What follows belongs to an exercise in optimizing a design on an open flow for small area, a short achievable clock period and few clock cycles per item; a production flow would make more cautious choices. Function was not checked in any run shown here: the RTL went through the layout flow alone. Power figures rest on the tool's default switching activity, not on a simulated workload.

### design/flow/standard.sh
#!/bin/bash
# synth_recipe.tcl (not shown) runs the flow's synth.tcl, then flattens the netlist and writes it again
# the make line also repeats each setting of config.mk as NAME=value (left out here)
make -C /OpenROAD-flow-scripts/flow DESIGN_CONFIG=/design/flow/config.mk WORK_HOME=/design/flow/orfs CLKGATE_MAP_FILE= SYNTH_SCRIPT=/design/flow/synth_recipe.tcl "${@:-finish}"
### design/flow/constraint.sdc
create_clock -name core_clock -period 4.5 [get_ports {clk}]
set_input_delay 0.9000 -clock core_clock [delete_from_list [all_inputs] [get_ports {clk}]]
set_output_delay 0.9000 -clock core_clock [all_outputs]
set_load 0.01 [all_outputs]
### design/flow/design.v
module apt_frame_parser (
    input  wire        clk,
    input  wire        rst,
    input  wire        in_valid,
    input  wire [7:0]  in_data,
    output wire        in_ready,
    output wire        out_valid,
    input  wire        out_ready,
    output reg  [1:0]  out_kind,
    output wire [1:0]  out_err,
    output reg  [15:0] out_msgid,
    output reg  [6:0]  out_dest,
    output reg  [7:0]  out_source,
    output reg         out_long,
    output reg  [7:0]  out_param1,
    output reg  [7:0]  out_param2,
    output reg  [63:0] out_f0,
    output reg  [31:0] out_f1,
    output reg  [31:0] out_f2,
    output wire [31:0] out_f3,
    output wire [12:0] out_status
);
    reg         oval;        
    reg         rdy;         
    reg         inpay;       
    reg         far;         
    reg  [15:0] q;           
    reg         fix;         
    reg         fixlast;     
    reg  [7:0]  nx0;         
    reg         kn;          
    reg         err_enum;    
    reg  [12:0] st;          
    reg  [2:0]  f3h;         
    assign in_ready   = rdy;
    assign out_valid  = oval;
    assign out_err    = {err_enum, !err_enum};
    assign out_status = st;
    assign out_f3     = {16'd0, f3h, st};
    wire        take = in_valid && rdy;
    wire [7:0]  d    = in_data;
    wire [15:0] len  = {out_param2, out_param1};
    wire        hdr5 = !inpay && q[2:0] == 3'd5;
    wire        last = hdr5 ? (!out_long || len == 16'd0) : (inpay && q == len);
    wire        at0  = !inpay && q[2:0] == 3'd0;
    function h(input integer k);
        h = take && !inpay && q[2:0] == k;
    endfunction
    function p(input integer k);
        p = take && inpay && !far && q[3:0] == k - 5;
    endfunction
    wire        c1  = kn && out_msgid[3:0] == 4'h1;
    wire        c2  = kn && out_msgid[3:0] == 4'h2;
    wire        c3  = kn && out_msgid[3:0] == 4'h3;
    wire        c4  = kn && out_msgid[3:0] == 4'h4;
    wire        c5  = kn && out_msgid[3:0] == 4'h5;
    wire        c6  = kn && out_msgid[3:0] == 4'h6;
    wire        c7  = kn && out_msgid[3:0] == 4'h7;
    wire        c8  = kn && out_msgid[3:0] == 4'h8;
    wire        c2378 = c2 | c3 | c7 | c8;
    wire        c237  = c2 | c3 | c7;
    wire        c37   = c3 | c7;
    wire        n15   = !(c1 | c5);
    wire        kn_d = d == 8'h10 && nx0[7:4] == 4'h0 &&
                       nx0[3:0] != 4'h0 && nx0[3:0] <= 4'h8;
    wire        l4   = len[15:2] == 14'd0;
    wire        l6   = len[15:3] == 13'd0 && len[2:1] != 2'b11;
    wire        l8   = len[15:3] == 13'd0;
    wire        l14  = len[15:4] == 12'd0 && len[3:1] != 3'b111;
    wire        lshort = c2 ? l6 : c4 ? l4 : c8 ? l8 : l14;
    wire        too_short = (c2 | c3 | c4 | c6 | c7 | c8) && (!out_long || lshort);
    wire        bad_enum  = c1 && out_param2 != 8'd1 && out_param2 != 8'd2;
    wire [10:0] lo5 = {3'd0, out_f1[7:0]} + {1'b0, out_f1[7:0], 2'b00};
    wire [10:0] hi5 = {3'd0, out_f1[15:8]} + {1'b0, out_f1[15:8], 2'b00}
                    + {8'd0, out_f1[18:16]};
    wire [7:0]  dz = d & {8{inpay}};
    wire        p9c4 = p(9) && c4;
    wire        oval_nx = (oval && !out_ready) || (take && last && !p9c4) ||
                          (fix && fixlast);
    wire        at0_nx  = take ? last : at0;
    always @(posedge clk) begin
        if (rst) begin
            oval    <= 1'b0;
            rdy     <= 1'b1;
            inpay   <= 1'b0;
            far     <= 1'b0;
            q       <= 16'd0;
            fix     <= 1'b0;
            fixlast <= 1'b0;
        end else begin
            oval    <= oval_nx;
            rdy     <= !oval_nx || at0_nx;
            fix     <= p9c4;
            fixlast <= p9c4 && last;
            if (take) begin
                if (last) begin
                    inpay <= 1'b0;
                    far   <= 1'b0;
                    q     <= 16'd0;
                end else if (hdr5) begin
                    inpay <= 1'b1;
                    q     <= 16'd1;
                end else begin
                    q     <= q + 16'd1;
                    if (inpay && q[3:0] == 4'd14)
                        far <= 1'b1;
                end
            end
        end
    end
    always @(posedge clk) begin
        if (h(0)) nx0 <= d;
        if (h(1)) begin
            out_msgid <= {d, nx0};
            kn        <= kn_d;
        end
        if (h(2)) out_param1 <= d;
        if (h(3)) out_param2 <= d;
        if (h(4)) begin
            out_long <= d[7];
            out_dest <= d[6:0];
        end
        if (h(5)) begin
            out_source <= d;
            out_kind   <= !kn ? 2'd1 : (too_short || bad_enum) ? 2'd2 : 2'd0;
            err_enum   <= !too_short;
        end
        if (h(2))
            out_f0[7:0] <= {d[7:4] & {4{!c5}}, d[3:0]};
        else if (p(6) && n15)
            out_f0[7:0] <= d;
        else if (p(7) && c4)
            out_f0[7:0] <= lo5[7:0];
        if (p(8) && c4)
            out_f0[15:8] <= hi5[7:0];
        else if (h(2) || (p(7) && n15))
            out_f0[15:8] <= dz;
        if (p(8) && c4)
            out_f0[23:16] <= {5'd0, hi5[10:8]};
        else if (h(2) || (p(8) && c6))
            out_f0[23:16] <= dz;
        if (h(2) || (p(9) && c6))  out_f0[31:24] <= dz;
        if (h(2) || (p(10) && c6)) out_f0[39:32] <= dz;
        if (h(2) || (p(11) && c6)) out_f0[47:40] <= dz;
        if (h(2) || (p(12) && c6)) out_f0[55:48] <= dz;
        if (h(2) || (p(13) && c6)) out_f0[63:56] <= dz;
        if (h(3))
            out_f1[7:0] <= {7'd0, d == 8'd1};
        else if ((p(7) || p(9)) && c4)
            out_f1[7:0] <= lo5[7:0];
        else if ((p(6) && c4) || (p(8) && n15) || (p(14) && c6))
            out_f1[7:0] <= d;
        if (fix)
            out_f1[15:8] <= hi5[7:0];
        else if (h(3) || (p(7) && c4) || (p(9) && (c2378 || c4)) || (p(15) && c6))
            out_f1[15:8] <= dz;
        if (fix)
            out_f1[23:16] <= {5'd0, hi5[10:8]};
        else if ((p(7) || p(9)) && c4)
            out_f1[23:16] <= {5'd0, lo5[10:8]};
        else if (p(15) && c6)
            out_f1[23:16] <= {8{d[7]}};
        else if (h(3) || (p(10) && c237))
            out_f1[23:16] <= dz;
        if (p(15) && c6)
            out_f1[31:24] <= {8{d[7]}};
        else if (h(3) || (p(11) && c237))
            out_f1[31:24] <= dz;
        if ((p(10) && c8) || (p(12) && c37) || (p(16) && c6))
            out_f2[7:0] <= d;
        if ((p(11) && c8) || (p(13) && c37) || (p(17) && c6))
            out_f2[15:8] <= d;
        if (h(4) || (p(14) && c3) || (p(18) && c6))
            out_f2[23:16] <= dz;
        if (h(4) || (p(15) && c3) || (p(19) && c6))
            out_f2[31:24] <= dz;
        if (p(12) && c8)
            st[7:0] <= d;
        if (p(13) && c8)
            {f3h, st[12:8]} <= d;
        if (p(16) && c37)
            st[5:0] <= {d[7:4], d[1:0]};
        if (p(17) && c37)
            st[10:6] <= {d[6:4], d[2:1]};
        if (p(19) && c37)
            st[12:11] <= {d[7], d[0]};
    end
endmodule
### design/flow/config.mk
export PLATFORM = sky130hd
export DESIGN_NAME = apt_frame_parser
export DESIGN_NICKNAME = apt_frame_parser
export VERILOG_FILES = /design/flow/design.v
export SDC_FILE = /design/flow/constraint.sdc
export NUM_CORES = 4
export LEC_CHECK = 0
export ABC_CLOCK_PERIOD_IN_PS = 2000
export CAP_MARGIN = 20
export CORE_MARGIN = 2
export CORE_UTILIZATION = 40
export PLACE_DENSITY = 0.6
export SETUP_SLACK_MARGIN = 2.5
export SLEW_MARGIN = 20
### design/flow/flow/run.sh
#!/bin/bash
# The standard layout (the standard.sh) with two changes: port buffers of
# sky130_fd_sc_hd__buf_2, and no full/half-adder cell extraction in synthesis
# (ADDER_MAP_FILE empty), so abc maps the adders for speed.
set -uo pipefail
bash standard.sh "BUFFER_PORTS_ARGS=-buffer_cell sky130_fd_sc_hd__buf_2" "ADDER_MAP_FILE=" finish > standard.log 2>&1
==> run_results.csv, run 1 <==
group,metric,value,unit
status,outcome,"no timing/DRC/antenna violations",
power_and_ir_drop,vdd_drop_max,0.2881,mV
critical_path,ff2ff_path_depth,9,
placed_design,post-dp-hpwl,19570,µm
finish,nNetsFinal,1233,
cts,cts_inserted_buffers,24,
timing,finalHoldViolCount,0,
synthesis,synth-main-ff-cell,"edfxtp_1",
cts,clockBufferDepth,3,
timing,fin_crit,2309,ps
timing,worst_pin_slew,897.7,ps
hold_path,hp-class,"flip-flop to flip-flop",
synthesis,synth_cell_types,85,
global_route,antenna_found_initial,0,
global_route,grt_pass1_wl,45060,µm
cts,cts.clk_slew.worst_paths,60,ps
synthesis,synth_top_cell_area_share,0.5468,
floorplanning,io_pins,239,
synthesis,yosys.area.top_type,"edfxtp_1",
synthesis,ys.warnings.count,1,
critical_path,worstSetupPathType,"flip-flop to flip-flop",
route,vias_per_cell,5.322,
critical_path,cp-end-kind,"flip-flop",
route,drc,0,
global_route,grtUsageTotal,0.2225,
power_and_ir_drop,finalPower,4.552,mW
floorplanning,fp.coreArea,25180,µm²
timing,final-max-slew-violation-count,0,
critical_path,critPathMaxFanout,4,
synthesis,synthCells,849,
finish,drive_gt1_frac,0.5109,
timing,clock.fmax,433.0,MHz
cts,cts_tree,"yes",
cts,cts_hold_buf,0,
placed_design,io_buffer_count,222,
synthesis,synth_top_cells_by_count,"187 x edfxtp_1, 66 x nand2_1, 58 x nor2_1",
timing,setup-tns-final,0,ps
cts,htree_levels,1,
global_route,gr-total-overflow,0,
synthesis,synth_edf_count,187,
route,first_pass_iters,5,
synthesis,yosysSeqAreaShare,0.6228,
power_and_ir_drop,leakagePower,6.077,nW
placed_design,place_area,11660,µm²
route,dr_total_vias,8351,
route,drt-total-wl,32560,µm
finish,areaGrowthSynthToFinish,45.77,%
timing,fin_crit_sh,0.5132,
synthesis,syn_area_per_cell,12.10,µm²
cts,cts_root_buffer,"clkbuf_16",
synthesis,ys_seq_elements,226,
power_and_ir_drop,power.density,304.1,nW/µm²
floorplanning,initial_core_util,0.4078,
floorplanning,die-area,26970,µm²
route,ant_nets,0,
floorplanning,fp.dieW,164.2,µm
job,drv_cap,0,
finish,utilization,0.5945,
timing,final-setup-viol-count,0,
floorplanning,die_y,164.2,µm
hold_path,worstHoldPathCells,0,
finish,n_antenna_cell,0,
critical_path,critPathArrivalTime,2540,ps
cts,insertion_delay,520,ps
cts,clock_sinks,226,
critical_path,crit_path_start_kind,"flip-flop",
timing,final.setup_skew,8.556,ps
global_route,grt_pass1_vias,7557,
timing,rsz0062_at_grt,"yes",
timing,relSlewSlack,0.4007,
finish,fin_area,14970,µm²
synthesis,synth.most_common_cell,"edfxtp_1",
placed_design,gp_congestion,0.8344,
synthesis,syn_area,10270,µm²
floorplanning,num_rows,58,
synthesis,synth.area.top_cells,"edfxtp_1 55%, dfxtp_1 7.6%, buf_4 2.5%",
route,wl_per_cell,20.75,µm
synthesis,synthArstFlopShare,0,
global_route,grt_max_degree,25,
critical_path,cp_data_required_time,4740,ps
route,drt_iter0_markers,923,
[report_power, final]
part | switching, mW | internal [mW]
clock | 0.801 | 1.25
combinational | 0.129 | 0.0801
sequential | 0.0221 | 2.27
[through the flow]
| step | std cells | hold slack [ps] | setup WS [ps] |
|---|---|---|---|
| detailed placement | 1346 | 437.4 | 1249 |
| global placement | 1346 | 434.0 | 1403 |
| floorplan | 864 | 426.8 | 2047 |
| global route | 1569 | 457.6 | 2110 |
| CTS | 1506 | 451.1 | 2256 |
| finish | 1569 | 449.5 | 2191 |
[layout make-up]
class | count | area (µm²)
Inverter | 22 | 82.58
Clock inverter | 8 | 125.1
Sequential cell | 226 | 6447
Timing Repair Buffer | 406 | 2925
Tap cell | 330 | 412.9
Multi-Input combinational cell | 541 | 4280
Clock buffer | 36 | 696.9
Fill cell | 1962 | 10210
[what timing repair did]
item,in CTS,in global routing
setup endpoints to repair,309,250
resized for setup,116,141
pin swaps,39,86
endpoints found under the hold margin,0,0
cloned,3,2
setup buffers,113,61
[logic make-up after synthesis]
kind of cell               after synthesis  synth area share
adders and majority gates                5          0.004995
other                                    1         0.0003651
buffers and inverters                   99           0.05227
and+or+nand+nor                        266            0.1374
AOI/OAI and AO/OA                      179            0.1144
muxes                                   27           0.02778
xor gates and xnor gates                46           0.03996
DFF                                    226            0.6228
[critical path, cell delays in order (launching register included)]
cell	delay (ps)
edfxtp_1	440
buf_6	160
maj3_2	300
and3_4	190
buf_4	140
nor2_4	150
nor3_2	60
a221oi_2	250
xor2_2	250
mux2i_1	100
[placed cells by master, fill, tap and decap left out, types with 8 or more instances in the layout]
cell,instances
buf_2,206
mux2_4,10
nor2_4,13
conb_1,16
buf_12,10
and2_1,9
inv_1,21
o21ai_0,24
nand3_1,22
o21ai_1,19
nor3_1,8
nor2_1,42
buf_6,53
o21ai_2,15
clkbuf_16,26
dfxtp_1,24
a21oi_1,33
xor2_1,23
edfxtp_1,187
nand2_1,50
clkbuf_1,8
nand3b_1,8
mux2i_1,14
a21oi_2,14
nand2_2,12
xnor2_1,14
dfxtp_4,13
buf_4,131
[path summary, 6_finish.rpt]
| kind | from | end | slack (ps) |
|---|---|---|---|
| min | nx0[0] | out_msgid[0] | 450 |
| min reg2reg | nx0[0] | out_msgid[0] | 450 |
| max | out_f1[9] | out_f1[12] | 2190 |
| max reg2reg | out_f1[9] | out_f1[12] | 2190 |
[layer usage]
metal	global-route usage	vias up	share of wire
li1	-	3837	-
met1	0.3091	4083	0.42
met2	0.3560	379	0.48
met3	0.03914	52	0.078
met4	0.06898	0	0.024
met5	0	-	0
[state kept, by name (all words and copies together), names as in the netlist, 13 cells and up]
register	flops
out_msgid	16
out_f0	64
out_f2	32
q	16
st	13
out_f1	32
==> run 2, diff against run 1 <==
--- a/design/flow/config.mk
+++ b/design/flow/config.mk
@@ -11,4 +11,6 @@
 export CORE_UTILIZATION = 40
+export CTS_CLUSTER_DIAMETER = 80
+export CTS_CLUSTER_SIZE = 24
 export PLACE_DENSITY = 0.6
-export SETUP_SLACK_MARGIN = 2.5
+export SETUP_SLACK_MARGIN = 2.2
 export SLEW_MARGIN = 20
==> run 2 against run 1 <==
Effect of this change: still clean on timing, DRC and antenna; wire length decreased by 13%; combinational power decreased by 29%; sequential share of layout area increased by 8.2 points; non-clock buffer count decreased by 127; flip-flop and latch count unchanged; via count decreased by 9.9%; fmax decreased by 0.28%; critical path depth decreased by 1; die area unchanged; critical path type is now primary input to flip-flop; largest cell class unchanged.
==> run_results.csv, run 2 <==
group,metric,value,unit
status,outcome,"no timing/DRC/antenna violations",
finish,utilization,0.4964,
timing,fin_crit_sh,0.5146,
synthesis,synth.most_common_cell,"edfxtp_1",
critical_path,cp-end-kind,"flip-flop",
synthesis,synth_top_cells_by_count,"187 x edfxtp_1, 66 x nand2_1, 58 x nor2_1",
power_and_ir_drop,power_frac_seq,0.626,
synthesis,syn_area_per_cell,12.10,µm²
placed_design,place_ws,1261,ps
route,drc,0,
cts,insertion_delay,470,ps
route,drt_iter0_markers,558,
finish,regMostFlops,"out_f0",
finish,largest_register_ffs,64,
synthesis,ys.warnings.count,1,
synthesis,synth_cell_types,85,
global_route,grt_max_degree,26,
power_and_ir_drop,switching_share,0.2096,
timing,rsz0062_at_grt,"yes",
synthesis,synth.area.top_cells,"edfxtp_1 55%, dfxtp_1 7.6%, buf_4 2.5%",
cts,htree_levels,1,
timing,final-setup-viol-count,0,
floorplanning,fp.dieW,164.2,µm
finish,layout_commonest_cell,"buf_2",
critical_path,max_stage_delay,440,ps
floorplanning,fp.coreArea,25180,µm²
power_and_ir_drop,power.density,293.6,nW/µm²
synthesis,synthArstFlopShare,0,
cts,clockBufferDepth,3,
power_and_ir_drop,switchingPower,769.2,µW
finish,mostFrequentLayoutCells,"221 x buf_2, 187 x edfxtp_1, 63 x nand2_1, 53 x nor2_1, 52 x buf_4",
synthesis,yosysSeqAreaShare,0.6228,
critical_path,critPathMaxFanout,6,
cts,cts_tree,"yes",
timing,fin_crit,2316,ps
critical_path,r2r_start,"out_f1[18]",
synthesis,ys_seq_elements,226,
finish,areaGrowthSynthToFinish,21.71,%
route,dr_total_vias,7521,
timing,final.setup_skew,18.96,ps
critical_path,critPathArrivalTime,2510,ps
global_route,grt_pass1_wl,41700,µm
hold_path,min_to,"out_msgid[0]",
floorplanning,io_pins,239,
hold_path,hp-class,"flip-flop to flip-flop",
power_and_ir_drop,intPower,2.901,mW
timing,clock.fmax,431.8,MHz
global_route,grtUsageTotal,0.2030,
cts,cts_inserted_buffers,13,
timing,final-max-slew-violation-count,0,
power_and_ir_drop,comb_power_share,0.040,
critical_path,crit_path_start_kind,"primary input",
placed_design,gp_congestion,0.8405,
timing,setup_ws,2184,ps
floorplanning,num_rows,58,
finish,drive_gt1_frac,0.3459,
finish,reg_top3,"out_f0 x64, out_f1 x32, out_f2 x32",
placed_design,post-dp-hpwl,19570,µm
timing,relSlewSlack,0.3609,
critical_path,worst-path-stages,8,
job,drv_cap,0,
power_and_ir_drop,leakagePower,4.948,nW
route,ant_nets,0,
synthesis,synthCells,849,
synthesis,synth_top_cell_area_share,0.5468,
finish,n_antenna_cell,0,
placed_design,io_buffer_count,222,
floorplanning,die_y,164.2,µm
route,wl_per_cell,20.07,µm
hold_path,min_from,"nx0[0]",
critical_path,worstSetupPathType,"primary input to flip-flop",
route,drt-total-wl,28440,µm
global_route,antenna_found_initial,0,
critical_path,cp_data_required_time,4700,ps
critical_path,path_delay_family,"simple AND/OR/NAND/NOR gates",
critical_path,r2r_end,"out_f1[17]",
synthesis,syn_area,10270,µm²
finish,finalNonFillerCells,1417,
timing,setup-tns-final,0,ps
finish,nNetsFinal,1093,
power_and_ir_drop,clkPwrFrac,0.334,
route,first_pass_iters,5,
floorplanning,die-area,26970,µm²
timing,finalHoldViolCount,0,
power_and_ir_drop,finalPower,3.670,mW
critical_path,path_cells,"buf_8, nand4b_1, or3_4, mux2i_2, nand3b_1, buf_6, nand2b_1, nand2b_4",
floorplanning,initial_core_util,0.4078,
cts,cts.clk_slew.worst_paths,90,ps
global_route,gr-total-overflow,0,
cts,cts_hold_buf,0,
cts,clock_sinks,226,
route,vias_per_cell,5.308,
placed_design,place_inst,1344,
power_and_ir_drop,vdd_drop_max,0.3108,mV
timing,worst_pin_slew,957.3,ps
hold_path,worstHoldPathCells,0,
critical_path,slowest_stage,"or3_4",
synthesis,synth-main-ff-cell,"edfxtp_1",
critical_path,path_buf_inv,2,
critical_path,r2r_slack,2210,ps
synthesis,synth_edf_count,187,
cts,cts_root_buffer,"clkbuf_16",
critical_path,ff2ff_path_depth,7,
synthesis,yosys.area.top_type,"edfxtp_1",
global_route,grt_pass1_vias,7067,
## run 2: cell count changes in the layout (fill, tap and decap cells not counted), sizes merged
cell / before / now
bufinv: 3 / 0
inv: 24 / 23
clkinv: 2 / 0
clkbuf: 37 / 20
clkdlybuf4s15: 1 / 0
nor2: 61 / 60
clkinvlp: 1 / 0
or2: 9 / 8
buf: 403 / 279
bufbuf: 1 / 0
## run 2: area by class of cell
cell class / count / area [µm²]
clock buffers: 20 / 371.6
clock inverters: 1 / 11.26
fillers: 2288 / 12680
inverters: 22 / 82.58
multi-input cells: 539 / 3632
flip-flops and latches: 226 / 6412
well taps: 330 / 412.9
repair buffers: 279 / 1577
## run 2: routing by layer
layer  vias up  global-route usage  wire, µm
met1      3677              0.2774     12510
met5         -                   0         0
met4         0             0.04825       566
li1       3532                   -         -
met3        32             0.04268      2105
met2       280              0.3315     13250
## run 2: worst max-delay path by stage
stage,start,to
after floorplan,in_valid,out_f1[16]
after global placement,in_valid,out_f1[16]
after detailed placement,in_valid,out_f1[16]
after CTS,in_valid,out_f1[16]
after global routing,out_f1[0],out_f1[16]
final,in_valid,out_f1[17]
## run 2: cells by family (layout without fill, tap and decap cells)
kind of cell    Yosys count  count (layout)  share of synthesized area
compound gates          179             179                     0.1144
xor+xnor                 46              46                    0.03996
fa+ha+maj                 5               5                   0.004995
buf+inv                  99             322                    0.05227
flops                   226             226                     0.6228
mux                      27              27                    0.02778
other cells               1              16                  0.0003651
simple gates            266             266                     0.1374
## run 2: what timing repair did
action                     4_1_cts  5_1_grt
buffers inserted                40       12
gates resized for setup         20       30
pin swaps                        2       13
setup endpoints to repair      177      113
## run 2: power groups by stage
stage	Combinational, mW	Sequential, mW	Clock [mW]
after floorplan	0.0941	2.34	0
after global placement	0.139	2.35	0
after detailed placement	0.141	2.35	0
after CTS	0.147	2.30	1.25
after global routing	0.163	2.30	1.32
final	0.149	2.30	1.22
## run 2: per-stage QoR
step | cell area [µm²] | hold WS, ps
global placement | 11520 | 434.4
CTS | 12280 | 449.7
finish | 12500 | 447.3
detailed placement | 11520 | 437.1
floorplan | 10450 | 426.8
global route | 12500 | 455.6
==> run 3, diff against run 2 <==
==> design/flow/flow/run.sh (replaced) <==
#!/bin/bash
# The standard layout (the standard.sh, unchanged synthesis), with the
# port buffers made of sky130_fd_sc_hd__buf_2 instead of the buffer that
# buffer_ports picks by itself (a slow clock-delay buffer).
set -uo pipefail
bash standard.sh "BUFFER_PORTS_ARGS=-buffer_cell sky130_fd_sc_hd__buf_2" finish > standard.log 2>&1
--- a/design/flow/config.mk
+++ b/design/flow/config.mk
@@ -11,6 +11,4 @@
 export CORE_UTILIZATION = 40
-export CTS_CLUSTER_DIAMETER = 80
-export CTS_CLUSTER_SIZE = 24
 export PLACE_DENSITY = 0.6
-export SETUP_SLACK_MARGIN = 2.2
+export SETUP_SLACK_MARGIN = 2.5
 export SLEW_MARGIN = 20
==> run 3 against run 2 <==
Effect of this change: die area shrank 3.7%; core utilization grew 8.1 points; non-clock buffer count rose by 61; clock skew about the same; highest routed layer unchanged.
==> run_results.csv, run 3 <==
group,metric,value,unit
power_and_ir_drop,vdd_drop_max,0.2632,mV
floorplanning,fp.dieW,161.2,µm
route,wl_per_cell,20.22,µm
finish,utilization,0.5774,
cts,cts_hold_buf,0,
floorplanning,die_y,161.2,µm
global_route,antenna_found_initial,0,
finish,areaGrowthSynthToFinish,42.07,%
cts,cts_root_buffer,"clkbuf_16",
cts,htree_levels,1,
critical_path,path_cells,"inv_2, fa_1, inv_2, ha_4, a211oi_2, o21bai_1, a31o_2, a21oi_2, xor2_2, mux2i_1",
global_route,gr-total-overflow,0,
cts,clockBufferDepth,3,
global_route,grt_pass1_wl,41230,µm
floorplanning,fp.coreArea,24320,µm²
global_route,grtUsageTotal,0.2089,
timing,fin_crit,2564,ps
synthesis,ys_seq_elements,226,
timing,final-setup-viol-count,0,
finish,n_antenna_cell,0,
floorplanning,initial_core_util,0.4064,
synthesis,synthArstFlopShare,0,
power_and_ir_drop,leakagePower,5.549,nW
critical_path,crit_path_start_kind,"flip-flop",
floorplanning,die-area,25980,µm²
critical_path,cp-end-kind,"flip-flop",
cts,cts_tree,"yes",
cts,cts_inserted_buffers,24,
route,vias_per_cell,5.186,
critical_path,critPathMaxFanout,2,
route,drc,0,
timing,worst_pin_slew,770.5,ps
synthesis,yosys.area.top_type,"edfxtp_1",
global_route,grt_max_degree,20,
status,outcome,"no timing/DRC/antenna violations",
cts,clock_sinks,226,
finish,drive_gt1_frac,0.4900,
synthesis,synth_edf_count,187,
timing,final.setup_skew,18.92,ps
timing,finalHoldViolCount,0,
placed_design,place_inst,1266,
critical_path,path_buf_inv,2,
timing,fin_crit_sh,0.5697,
finish,layout_commonest_cell,"buf_2",
synthesis,synth_cell_types,75,
critical_path,critPathArrivalTime,2820,ps
finish,finalNonFillerCells,1426,
synthesis,synth.area.top_cells,"edfxtp_1 57%, dfxtp_1 7.9%, ha_1 3.3%",
placed_design,gp_congestion,0.8794,
critical_path,max_stage_delay,590,ps
route,dr_total_vias,7395,
synthesis,synth.most_common_cell,"edfxtp_1",
finish,largest_register_ffs,64,
synthesis,synthCells,756,
timing,final-max-slew-violation-count,0,
critical_path,cp_data_required_time,4750,ps
finish,nNetsFinal,1125,
placed_design,post-dp-hpwl,19020,µm
timing,clock.fmax,390.0,MHz
power_and_ir_drop,power.density,323.8,nW/µm²
floorplanning,num_rows,57,
placed_design,io_buffer_count,222,
synthesis,syn_area_per_cell,13.07,µm²
synthesis,synth_top_cells_by_count,"187 x edfxtp_1, 81 x nand2_1, 45 x nor2_1",
job,drv_cap,0,
synthesis,yosysSeqAreaShare,0.6472,
hold_path,hp-class,"flip-flop to flip-flop",
critical_path,path_delay_family,"adder cells",
finish,regMostFlops,"out_f0",
finish,reg_top3,"out_f0 x64, out_f1 x32, out_f2 x32",
synthesis,syn_area,9883,µm²
timing,rsz0062_at_grt,"yes",
synthesis,synth_top_cell_area_share,0.5682,
finish,mostFrequentLayoutCells,"211 x buf_2, 187 x edfxtp_1, 83 x buf_4, 63 x nand2_1, 39 x nor2_1",
synthesis,ys.warnings.count,1,
route,drt_iter0_markers,504,
route,drt-total-wl,28840,µm
global_route,grt_pass1_vias,6925,
timing,relSlewSlack,0.4847,
critical_path,crit_top_cell,"inv_2",
cts,insertion_delay,520,ps
critical_path,worstSetupPathType,"flip-flop to flip-flop",
floorplanning,io_pins,239,
critical_path,slowest_stage,"fa_1",
cts,cts.clk_slew.worst_paths,60,ps
timing,setup-tns-final,0,ps
route,first_pass_iters,4,
power_and_ir_drop,finalPower,4.547,mW
synthesis,synth-main-ff-cell,"edfxtp_1",
route,ant_nets,0,
run 3: logic make-up (layout without fill, tap and decap cells):
group,count (synthesis),after routing,share of synthesized area
XOR/XNOR,44,44,0.03899
AO/OA/AOI/OAI,115,115,0.07419
multiplexers,34,34,0.03621
adder cells (fa/ha/maj),29,29,0.03899
other,1,16,0.0003794
buffers and inverters,84,415,0.04659
AND/OR/NAND/NOR,223,223,0.1175
flip-flops,226,226,0.6472
run 3: per-layer routing:
layer	vias to the layer above	share of wire	GRT usage
li1	3396	-	-
met1	3642	0.43	0.2845
met2	312	0.48	0.3420
met3	45	0.073	0.04186
met4	0	0.023	0.05966
met5	-	0	0
run 3: through the flow:
step,worst slack [ps],instance area [µm²],hold slack (ps)
floorplan,2047,10260,426.8
global placement,1218,11410,432.1
detailed placement,1180,11410,439.1
CTS,1922,13220,449.1
global route,1820,14040,457.9
finish,1936,14040,450.2
run 3: power breakdown:
part | switching [mW] | total (mW) | internal, mW
Combinational | 0.154 | 0.248 | 0.0948
Sequential | 0.0204 | 2.31 | 2.29
Clock | 0.808 | 1.99 | 1.19
run 3: worst paths after layout:
kind         cells after the start           end      start  slack, ps
min reg2reg                      0  out_msgid[4]     nx0[4]        450
max                             10    out_f1[16]  out_f1[8]       1940
min                              0  out_msgid[4]     nx0[4]        450
max reg2reg                     10    out_f1[16]  out_f1[8]       1940
run 3: cell type report:
| cell class | instances | area, µm² |
|---|---|---|
| multi-input combinational | 461 | 3970 |
| sequential | 226 | 6432 |
| clock inverter | 16 | 160.2 |
| timing repair buffer | 340 | 2311 |
| tap | 324 | 405.4 |
| fill | 2013 | 10280 |
| clock buffer | 28 | 636.9 |
| inverter | 31 | 125.1 |
run 3: timing repair:
| action | 4_1_cts | 5_1_grt |
|---|---|---|
| hold endpoints to repair | 0 | 0 |
| setup buffers | 78 | 37 |
| setup endpoints to repair | 298 | 224 |
| resized for setup | 89 | 95 |
| pin swaps | 32 | 35 |
| gates cloned | 0 | 1 |
==> run 4, diff against run 3 <==
--- a/design/flow/design.v
+++ b/design/flow/design.v
@@ -46,6 +46,6 @@
     function h(input integer k);
-        h = take && !inpay && q[2:0] == k;
+        h = !inpay && q[2:0] == k;
     endfunction
     function p(input integer k);
-        p = take && inpay && !far && q[3:0] == k - 5;
+        p = inpay && !far && q[3:0] == k - 5;
     endfunction
@@ -76,3 +76,3 @@
     wire [7:0]  dz = d & {8{inpay}};
-    wire        p9c4 = p(9) && c4;
+    wire        p9c4 = take && p(9) && c4;
     wire        oval_nx = (oval && !out_ready) || (take && last && !p9c4) ||
@@ -111,2 +111,3 @@
     always @(posedge clk) begin
+      if (take) begin
         if (h(0)) nx0 <= d;
@@ -152,9 +153,5 @@
             out_f1[7:0] <= d;
-        if (fix)
-            out_f1[15:8] <= hi5[7:0];
-        else if (h(3) || (p(7) && c4) || (p(9) && (c2378 || c4)) || (p(15) && c6))
+        if (h(3) || (p(7) && c4) || (p(9) && (c2378 || c4)) || (p(15) && c6))
             out_f1[15:8] <= dz;
-        if (fix)
-            out_f1[23:16] <= {5'd0, hi5[10:8]};
-        else if ((p(7) || p(9)) && c4)
+        if ((p(7) || p(9)) && c4)
             out_f1[23:16] <= {5'd0, lo5[10:8]};
@@ -187,2 +184,5 @@
     end
+        if (fix)
+            out_f1[23:8] <= {5'd0, hi5};
+    end
 endmodule
==> design/flow/flow/run.sh (replaced) <==
#!/bin/bash
# The standard layout (the standard.sh) with two changes: port buffers of
# sky130_fd_sc_hd__buf_2, and no full/half-adder cell extraction in synthesis
# (ADDER_MAP_FILE empty), so abc maps the adders for speed.
set -uo pipefail
bash standard.sh "BUFFER_PORTS_ARGS=-buffer_cell sky130_fd_sc_hd__buf_2" "ADDER_MAP_FILE=" finish > standard.log 2>&1
--- a/design/flow/config.mk
+++ b/design/flow/config.mk
@@ -11,2 +11,4 @@
 export CORE_UTILIZATION = 40
+export CTS_CLUSTER_DIAMETER = 80
+export CTS_CLUSTER_SIZE = 24
 export PLACE_DENSITY = 0.6
==> run 4 against run 3 <==
Effect of this change: highest routed layer unchanged; largest power group unchanged; first-iteration DRC count up 120%; clock power fell by 28%; largest cell class unchanged; core utilization increased by 2.1 points; clock-buffer cell count shrank 7; combinational power is 4% lower; global-route usage is 2.1 points higher; power is 13% lower; non-clock buffer count increased by 73; clock skew is 13 ps higher; setup slack gained 40 ps; die area up 4.1%; area after synthesis increased by 4.2%.
==> run_results.csv, run 4 <==
group,metric,value,unit
status,outcome,"no timing/DRC/antenna violations",
timing,rsz0062_at_grt,"yes",
synthesis,synth.area.top_cells,"edfxtp_1 58%, dfxtp_1 5.3%, a21oi_1 2.9%",
cts,htree_levels,1,
finish,reg_top3,"out_f0 x64, out_f1 x32, out_f2 x32",
synthesis,synth-main-ff-cell,"edfxtp_1",
route,drt_iter0_markers,1106,
hold_path,hp-class,"flip-flop to flip-flop",
job,drv_cap,0,
critical_path,path_buf_inv,0,
synthesis,synth_top_cell_area_share,0.5805,
critical_path,worstSetupPathType,"flip-flop to flip-flop",
placed_design,post-dp-hpwl,19950,µm
timing,finalHoldViolCount,0,
finish,largest_register_ffs,64,
timing,final-max-slew-violation-count,0,
finish,mostFrequentLayoutCells,"200 x buf_2, 199 x edfxtp_1, 120 x buf_4, 76 x buf_6, 61 x nand2_1",
cts,clockBufferDepth,3,
timing,fin_crit,2524,ps
floorplanning,initial_core_util,0.4076,
finish,regMostFlops,"out_f0",
synthesis,ys_seq_elements,226,
critical_path,cp_data_required_time,4770,ps
finish,multi_input_area,4467,µm²
route,ant_nets,0,
critical_path,max_stage_delay,550,ps
critical_path,slowest_stage,"or4b_4",
finish,areaGrowthSynthToFinish,46.67,%
power_and_ir_drop,vdd_drop_max,0.2588,mV
hold_path,min_to,"out_msgid[1]",
synthesis,synth_edf_count,199,
synthesis,synthCells,871,
finish,nNetsFinal,1251,
global_route,grt_max_degree,27,
timing,worst_pin_slew,1034,ps
synthesis,synth_top_cells_by_count,"199 x edfxtp_1, 72 x nand2_1, 70 x nor2_1",
finish,fill_cells,1931,
synthesis,synthArstFlopShare,0,
critical_path,cp-end-kind,"flip-flop",
power_and_ir_drop,power.density,262.9,nW/µm²
critical_path,critPathMaxFanout,5,
timing,relSlewSlack,0.3100,
cts,cts_tree,"yes",
synthesis,yosys.area.top_type,"edfxtp_1",
route,wl_per_cell,21.78,µm
synthesis,ys.warnings.count,1,
route,drt-total-wl,34380,µm
critical_path,ff2ff_path_depth,7,
synthesis,synth.most_common_cell,"edfxtp_1",
cts,cts_root_buffer,"clkbuf_16",
critical_path,r2r_start,"out_f1[9]",
synthesis,yosysSeqAreaShare,0.6330,
floorplanning,io_pins,239,
critical_path,crit_path_start_kind,"flip-flop",
timing,clock.fmax,396.2,MHz
finish,n_antenna_cell,0,
critical_path,critPathArrivalTime,2790,ps
critical_path,r2r_slack,1980,ps
global_route,gr-total-overflow,0,
floorplanning,die-area,27040,µm²
global_route,grt_pass1_wl,47320,µm
floorplanning,fp.coreArea,25250,µm²
timing,setup-tns-final,0,ps
route,vias_per_cell,5.623,
route,dr_total_vias,8873,
placed_design,gp_congestion,0.8878,
synthesis,syn_area,10290,µm²
global_route,grtUsageTotal,0.2297,
floorplanning,die_y,164.4,µm
hold_path,worstHoldPathCells,0,
finish,utilization,0.5979,
power_and_ir_drop,leakagePower,5.987,nW
synthesis,synth_cell_types,75,
cts,cts.clk_slew.worst_paths,100,ps
hold_path,min_from,"nx0[1]",
timing,fin_crit_sh,0.5608,
finish,register_area,6541,µm²
global_route,antenna_found_initial,0,
floorplanning,fp.dieW,164.4,µm
timing,hold_ws,467.5,ps
critical_path,path_delay_family,"compound AO/OA/AOI/OAI gates",
placed_design,io_buffer_count,222,
cts,insertion_delay,510,ps
timing,final-setup-viol-count,0,
global_route,grt_pass1_vias,8151,
route,first_pass_iters,5,
finish,drive_gt1_frac,0.5080,
cts,cts_inserted_buffers,15,
cts,clock_sinks,226,
floorplanning,num_rows,58,
synthesis,syn_area_per_cell,11.82,µm²
power_and_ir_drop,finalPower,3.969,mW
finish,layout_commonest_cell,"buf_2",
route,drc,0,
critical_path,path_cells,"or4b_4, a21boi_4, o22a_1, nor2_1, o311a_4, a21o_1, a31o_2",
timing,final.setup_skew,32.28,ps
critical_path,r2r_end,"out_f1[15]",
-- run 4: repair_timing --
| action | in CTS | in global routing |
|---|---|---|
| hold buffers | 0 | 0 |
| gates resized for setup | 150 | 148 |
| gates cloned | 3 | 2 |
| endpoints found under the setup margin | 311 | 288 |
| setup buffers | 141 | 44 |
| pin swaps | 49 | 81 |
-- run 4: logic make-up after synthesis --
| group | after synthesis | share of synthesized area |
|---|---|---|
| simple gates | 277 | 0.1358 |
| flops | 226 | 0.6330 |
| compound gates | 192 | 0.1170 |
| buf+inv | 107 | 0.05190 |
| xor+xnor | 46 | 0.03913 |
| mux | 19 | 0.01993 |
| fa+ha+maj | 3 | 0.002917 |
| other cells | 1 | 0.0003643 |
-- run 4: how the worst max path moves through the flow --
stage               cells past startpoint         end  slack [ps]        from
global placement                        6  out_f0[12]        1720       inpay
floorplan                               8  out_f1[15]        2070  out_f1[10]
detailed placement                      6  out_f0[11]        1700       inpay
global route                            7  out_f1[15]        1920   out_f1[9]
CTS                                     7  out_f1[15]        2070   out_f1[9]
finish                                  7  out_f1[15]        1980   out_f1[9]
-- run 4: cell type report --
cell class,instances,area share
timing repair buffer,413,0.2042
tap,330,0.02735
sequential,226,0.4332
clock inverter,5,0.005800
clock buffer,21,0.02635
multi-input combinational,556,0.2958
inverter,27,0.007292
-- run 4: per-stage QoR --
| step | instances | setup WS [ps] | area, µm² |
|---|---|---|---|
| 2_1_floorplan | 886 | 2069 | 10770 |
| 5_1_grt | 1578 | 1925 | 15100 |
| 3_5_place_dp | 1362 | 1700 | 11800 |
| 4_1_cts | 1532 | 2070 | 14100 |
| 6_report | 1578 | 1976 | 15100 |
| 3_3_place_gp | 1362 | 1720 | 11800 |
-- run 4: where the power goes --
part	switching (mW)	internal, mW
Sequential	0.0135	2.29
Clock	0.766	0.665
Combinational	0.152	0.0867
-- run 4: metal layers --
layer / vias up / track usage / part of all wire
li1: 3911 / - / -
met1: 4301 / 0.3119 / 0.41
met2: 550 / 0.3794 / 0.47
met3: 111 / 0.04395 / 0.089
met4: 0 / 0.06206 / 0.034
met5: - / 0 / 0

-- static timing again, ports no longer ideal --
Ports are ideal in the flow. The routed layouts listed here were re-timed in OpenROAD. Step 1 (the two cells are an assumption about what drives the block):
set clk [get_ports {clk}]
set_driving_cell -lib_cell sky130_fd_sc_hd__clkbuf_16 $clk
set_driving_cell -lib_cell sky130_fd_sc_hd__buf_2 [delete_from_list [all_inputs] $clk]
Step 2 times the ports against the registers' clock, not the clock port: input delays grow and output delays shrink by t, the midpoint of the rising clock arrivals with the driver on. Three values: ideal, step 1, step 2; two values: the first two.
run | t (ns) | setup slack, ns | clock arrival spread, ns
run 1 | 0.560 | 2.191 / 2.191 / 1.754 | 0.008 / 0.009
run 2 | 0.509 | 2.184 / 2.156 / 1.674 | 0.021 / 0.020
run 3 | 0.559 | 1.936 / 1.936 / 1.788 | 0.020 / 0.020
run 4 | 0.534 | 1.976 / 1.976 / 1.974 | 0.032 / 0.033
After both steps every run listed still meets setup and hold. For run 2, which loses most, drivers alone change the setup slack by -0.028 ns; drivers and shift together by -0.510 ns.
